Context: an optimization exercise on an open-source flow, tuned for small area and a short achievable clock period. The choices shown serve that exercise and are no tape-out recipe. Only simulation tests tie the RTL to the original design; equivalence was not proved. Power figures rest on the tool's default switching activity, not on a simulated workload.

## T
==> flow/design.v <==
module amaf_core (
    input  wire        clk,
    input  wire        rst,
    input  wire        s_valid,
    input  wire [15:0] s_data,
    output wire        s_ready,
    output wire [15:0] cv_avg,
    input  wire [15:0] cv_mv,
    output wire        o_valid,
    output wire [69:0] o_data
);
    localparam integer N  = 128;
    localparam integer DW = 12;
    reg        [DW-1:0] dif [0:N-1];   
    reg signed [15:0]   last_raw;      
    reg signed [15:0]   ev;            
    reg signed [15:0]   avg;           
    reg        [6:0]    sum_lo;        
    reg        [6:0]    cnt;           
    reg                 wrapped;       
    reg                 err_sticky;
    reg               o_valid_r;
    reg signed [15:0] o_mv;
    reg        [5:0]  o_step;
    reg               o_act;
    reg               o_chg;
    reg               o_err;
    reg        [1:0]  o_path;
    wire primed = |o_path;
    wire tick   = s_valid && !rst;
    wire signed [15:0] raw = s_data;
    wire signed [22:0] sum = {avg, sum_lo};
    wire signed [16:0] hi       = avg + 17'sd1000;
    wire signed [16:0] lo       = avg - 17'sd1000;
    wire signed [22:0] sum_rest = sum - ev;
    wire        [6:0]  top_dn   = sum_rest[22:16] - 7'd1;
    wire        [6:0]  top_up   = sum_rest[22:16] + 7'd1;
    wire               slope;
    wire               fill     = !primed || slope;
    wire        [1:0]  path     = !primed ? 2'd1 : (slope ? 2'd2 : 2'd3);
    wire signed [22:0] sum_next;
    amaf_slide u_slide (
        .raw(raw), .hi(hi), .lo(lo), .rest_lo(sum_rest[15:0]),
        .top(sum_rest[22:16]), .top_dn(top_dn), .top_up(top_up), .primed(primed),
        .slope(slope), .sum_next(sum_next)
    );
    wire signed [15:0] avg_next = sum_next[22:7];
    assign cv_avg = avg_next;
    wire signed [15:0] d126      = {{(16-DW){dif[N-2][DW-1]}}, dif[N-2]};
    wire               wrapped_n = wrapped || (cnt == N - 1);
    wire signed [15:0] ev_next   = wrapped_n ? ev + d126 : ev;
    wire        [15:0] d_new     = raw - last_raw;
    wire signed [15:0] mv     = cv_mv;
    wire               err_lo = mv < -16'sd41;
    wire               err_hi = mv > 16'sd5021;
    wire               err    = err_lo || err_hi;
    reg         [5:0]  tq;
    reg         [6:0]  tr;
    always @(*) begin
        case (mv[12:8])
            5'd0: begin tq = 6'd0; tr = 7'd41; end
            5'd1: begin tq = 6'd3; tr = 7'd48; end
            5'd2: begin tq = 6'd6; tr = 7'd55; end
            5'd3: begin tq = 6'd9; tr = 7'd62; end
            5'd4: begin tq = 6'd12; tr = 7'd69; end
            5'd5: begin tq = 6'd15; tr = 7'd76; end
            5'd6: begin tq = 6'd19; tr = 7'd0; end
            5'd7: begin tq = 6'd22; tr = 7'd7; end
            5'd8: begin tq = 6'd25; tr = 7'd14; end
            5'd9: begin tq = 6'd28; tr = 7'd21; end
            5'd10: begin tq = 6'd31; tr = 7'd28; end
            5'd11: begin tq = 6'd34; tr = 7'd35; end
            5'd12: begin tq = 6'd37; tr = 7'd42; end
            5'd13: begin tq = 6'd40; tr = 7'd49; end
            5'd14: begin tq = 6'd43; tr = 7'd56; end
            5'd15: begin tq = 6'd46; tr = 7'd63; end
            5'd16: begin tq = 6'd49; tr = 7'd70; end
            5'd17: begin tq = 6'd52; tr = 7'd77; end
            5'd18: begin tq = 6'd56; tr = 7'd1; end
            5'd19: begin tq = 6'd59; tr = 7'd8; end
            5'd31: begin tq = 6'd61; tr = 7'd34; end
            default: begin tq = 6'd0; tr = 7'd0; end
        endcase
    end
    wire        [8:0]  s      = tr + mv[7:0];
    wire        [5:0]  q      = tq + (s >= 9'd83  ? 6'd1 : 6'd0) + (s >= 9'd166 ? 6'd1 : 6'd0)
                                   + (s >= 9'd249 ? 6'd1 : 6'd0) + (s >= 9'd332 ? 6'd1 : 6'd0);
    wire               mid    = (s >= 9'd21  && s <= 9'd61)  || (s >= 9'd104 && s <= 9'd144) ||
                                (s >= 9'd187 && s <= 9'd227) || (s >= 9'd270 && s <= 9'd310);
    wire        [5:0]  idx    = err_lo ? 6'd0 : (err_hi ? 6'd60 : q);
    wire               act    = err || !mid;
    wire               chg    = !primed || (idx != o_step);
    integer i;
    always @(posedge clk) begin
        if (tick) begin
            for (i = N - 1; i > 0; i = i - 1)
                dif[i] <= dif[i-1];
            dif[0] <= d_new[DW-1:0];
        end
    end
    always @(posedge clk) begin
        if (tick) begin
            last_raw  <= raw;
            ev        <= fill ? raw : ev_next;
            sum_lo    <= sum_next[6:0];
            cnt       <= fill ? 7'd0 : cnt + 7'd1;
            wrapped   <= fill ? 1'b0 : wrapped_n;
        end
    end
    always @(posedge clk) begin
        if (rst) begin
            avg        <= 16'sd0;
            err_sticky <= 1'b0;
            o_valid_r  <= 1'b0;
            o_mv       <= 16'sd0;
            o_step     <= 6'd0;
            o_act      <= 1'b0;
            o_chg      <= 1'b0;
            o_err      <= 1'b0;
            o_path     <= 2'd0;
        end else if (tick) begin
            avg        <= avg_next;
            err_sticky <= err_sticky || err;
            o_valid_r  <= 1'b1;
            o_mv       <= mv;
            o_step     <= idx;
            o_act      <= act;
            o_chg      <= chg;
            o_err      <= err;
            o_path     <= path;
        end else begin
            o_valid_r  <= 1'b0;
        end
    end
    wire [15:0] o_rep = o_step * 7'd83;
    wire [3:0]  o_mag = !o_act ? 4'd0 : (o_step < 6'd10 ? o_step[3:0] : 4'd10);
    wire [5:0]  o_ind = {o_step[5:1], o_step[0] | (primed && o_step[5:1] == 5'd0)};
    assign s_ready = 1'b1;
    assign o_valid = o_valid_r;
    assign o_data  = {err_sticky, o_path, o_err, o_chg, o_act, o_mag,
                      o_ind, o_step, o_rep, o_mv, avg};
endmodule
module amaf_slide (
    input  wire signed [15:0] raw,
    input  wire signed [16:0] hi,
    input  wire signed [16:0] lo,
    input  wire        [15:0] rest_lo,
    input  wire        [6:0]  top,
    input  wire        [6:0]  top_dn,
    input  wire        [6:0]  top_up,
    input  wire               primed,
    output wire               slope,
    output wire signed [22:0] sum_next
);
    wire        [16:0] low       = {1'b0, rest_lo} + {1'b0, raw};
    wire        [6:0]  top_sel   = (low[16] == raw[15]) ? top : (low[16] ? top_up : top_dn);
    wire signed [22:0] sum_slide = {top_sel, low[15:0]};
    wire signed [22:0] raw_x128  = {raw, 7'd0};
    assign slope    = (raw > hi) || (raw < lo);
    assign sum_next = (!primed || slope) ? raw_x128 : sum_slide;
endmodule
export LEC_CHECK = 0
export CAP_MARGIN = 20
export CORE_MARGIN = 2
export CORE_UTILIZATION = 40
export CTS_BUF_LIST = sky130_fd_sc_hd__clkbuf_8
export SLEW_MARGIN = 20
export SYNTH_HIERARCHICAL = 1
create_clock -name core_clock -period 20.0 [get_ports {clk}]
standard.sh (not shown) runs the stock make flow with config.mk's settings and CLKGATE_MAP_FILE= SYNTH_SCRIPT=/design/flow/synth_recipe.tcl, a recipe that flattens the netlist after the stock synthesis.
==> flow/flow/run.sh <==
#!/bin/bash
# Standard ORFS layout with a tighter internal repair target, plain small
# port buffers and a leaner clock tree. The SDC (period, I/O delays, loads)
# is the standard flow's, unchanged.
set -euo pipefail
bash standard.sh synth > synth.log 2>&1
bash standard.sh \
  REMOVE_ABC_BUFFERS=1 \
  SETUP_SLACK_MARGIN=10.5 \
  "BUFFER_PORTS_ARGS=-buffer_cell sky130_fd_sc_hd__buf_1" \
  "CTS_ARGS=-sink_clustering_enable -repair_clock_nets -dont_use_dummy_load -buf_list sky130_fd_sc_hd__clkbuf_8 -sink_clustering_size 16 -sink_clustering_max_diameter 80" \
  finish > layout.log 2>&1
[inputs] P vs T
--- a/flow/design.v
+++ b/flow/design.v
@@ -132,7 +132,10 @@
             o_valid_r  <= 1'b0;
         end
     end
-    wire [15:0] o_rep = o_step * 7'd83;
+    wire [8:0]  o_x5  = {1'b0, o_step, 2'd0} + {3'd0, o_step};    
+    wire [7:0]  o_x3  = {1'b0, o_step, 1'b0} + {2'd0, o_step};    
+    wire [12:0] o_x83 = {o_x5, 4'd0} + {5'd0, o_x3};              
+    wire [15:0] o_rep = {3'd0, o_x83};
     wire [3:0]  o_mag = !o_act ? 4'd0 : (o_step < 6'd10 ? o_step[3:0] : 4'd10);
     wire [5:0]  o_ind = {o_step[5:1], o_step[0] | (primed && o_step[5:1] == 5'd0)};
     assign s_ready = 1'b1;
@@ -153,7 +156,9 @@
     output wire signed [22:0] sum_next
 );
     wire        [16:0] low       = {1'b0, rest_lo} + {1'b0, raw};
-    wire        [6:0]  top_sel   = (low[16] == raw[15]) ? top : (low[16] ? top_up : top_dn);
+    wire        [6:0]  top_c0    = raw[15] ? top_dn : top;
+    wire        [6:0]  top_c1    = raw[15] ? top : top_up;
+    wire        [6:0]  top_sel   = low[16] ? top_c1 : top_c0;
     wire signed [22:0] sum_slide = {top_sel, low[15:0]};
     wire signed [22:0] raw_x128  = {raw, 7'd0};
     assign slope    = (raw > hi) || (raw < lo);
Notes after the runs:
- [P vs T] sum of met3 wire segment lengths after detailed routing: lower in P
- Of P and T, it is P that has the higher fraction of power consumed by combinational cells.
- P vs T: adder-cell share of the synthesized area down
- The placeable core region of P and that of T are within noise of each other.
- Number of buffers and inverters on the critical path: lower on P
- Post-cts sizing count: P vs T up 55
- [compare] base=T new=P: pin count of the biggest net entering global routing went down 17, final total power has increased, synthesized-area fraction occupied by xor and xnor cells saw little to no change.
- Across T and P, the outcome is the same: a clean finish for every run.

==> re-timing with driven ports <==
How much do the figures lean on ideal ports? The routed layouts below were timed once more, with nothing changed but the port constraints.
Step 1: set_driving_cell puts a clkbuf_16 on clk and a buf_2 on each other input, an assumption about the parent block.
Step 2 moves the port delays by t, midway between the first and last clock arrival at a register: inputs arrive t later, outputs are due t later. That takes back most of the time a late clock gives input paths.
Three values: ideal, step 1, step 2; two values: the first two.
| run | t (ns) | setup slack, ns | clock arrival spread, ns |
|---|---|---|---|
| T | 0.814 | 9.436 / 9.338 / 9.338 | 0.149 / 0.149 |
| P | 0.833 | 9.661 / 9.616 / 9.496 | 0.137 / 0.137 |
After both steps every run listed still meets setup and hold. The setup slack of P, which loses most, moves by -0.045 ns with the drivers and by -0.165 ns with both steps.
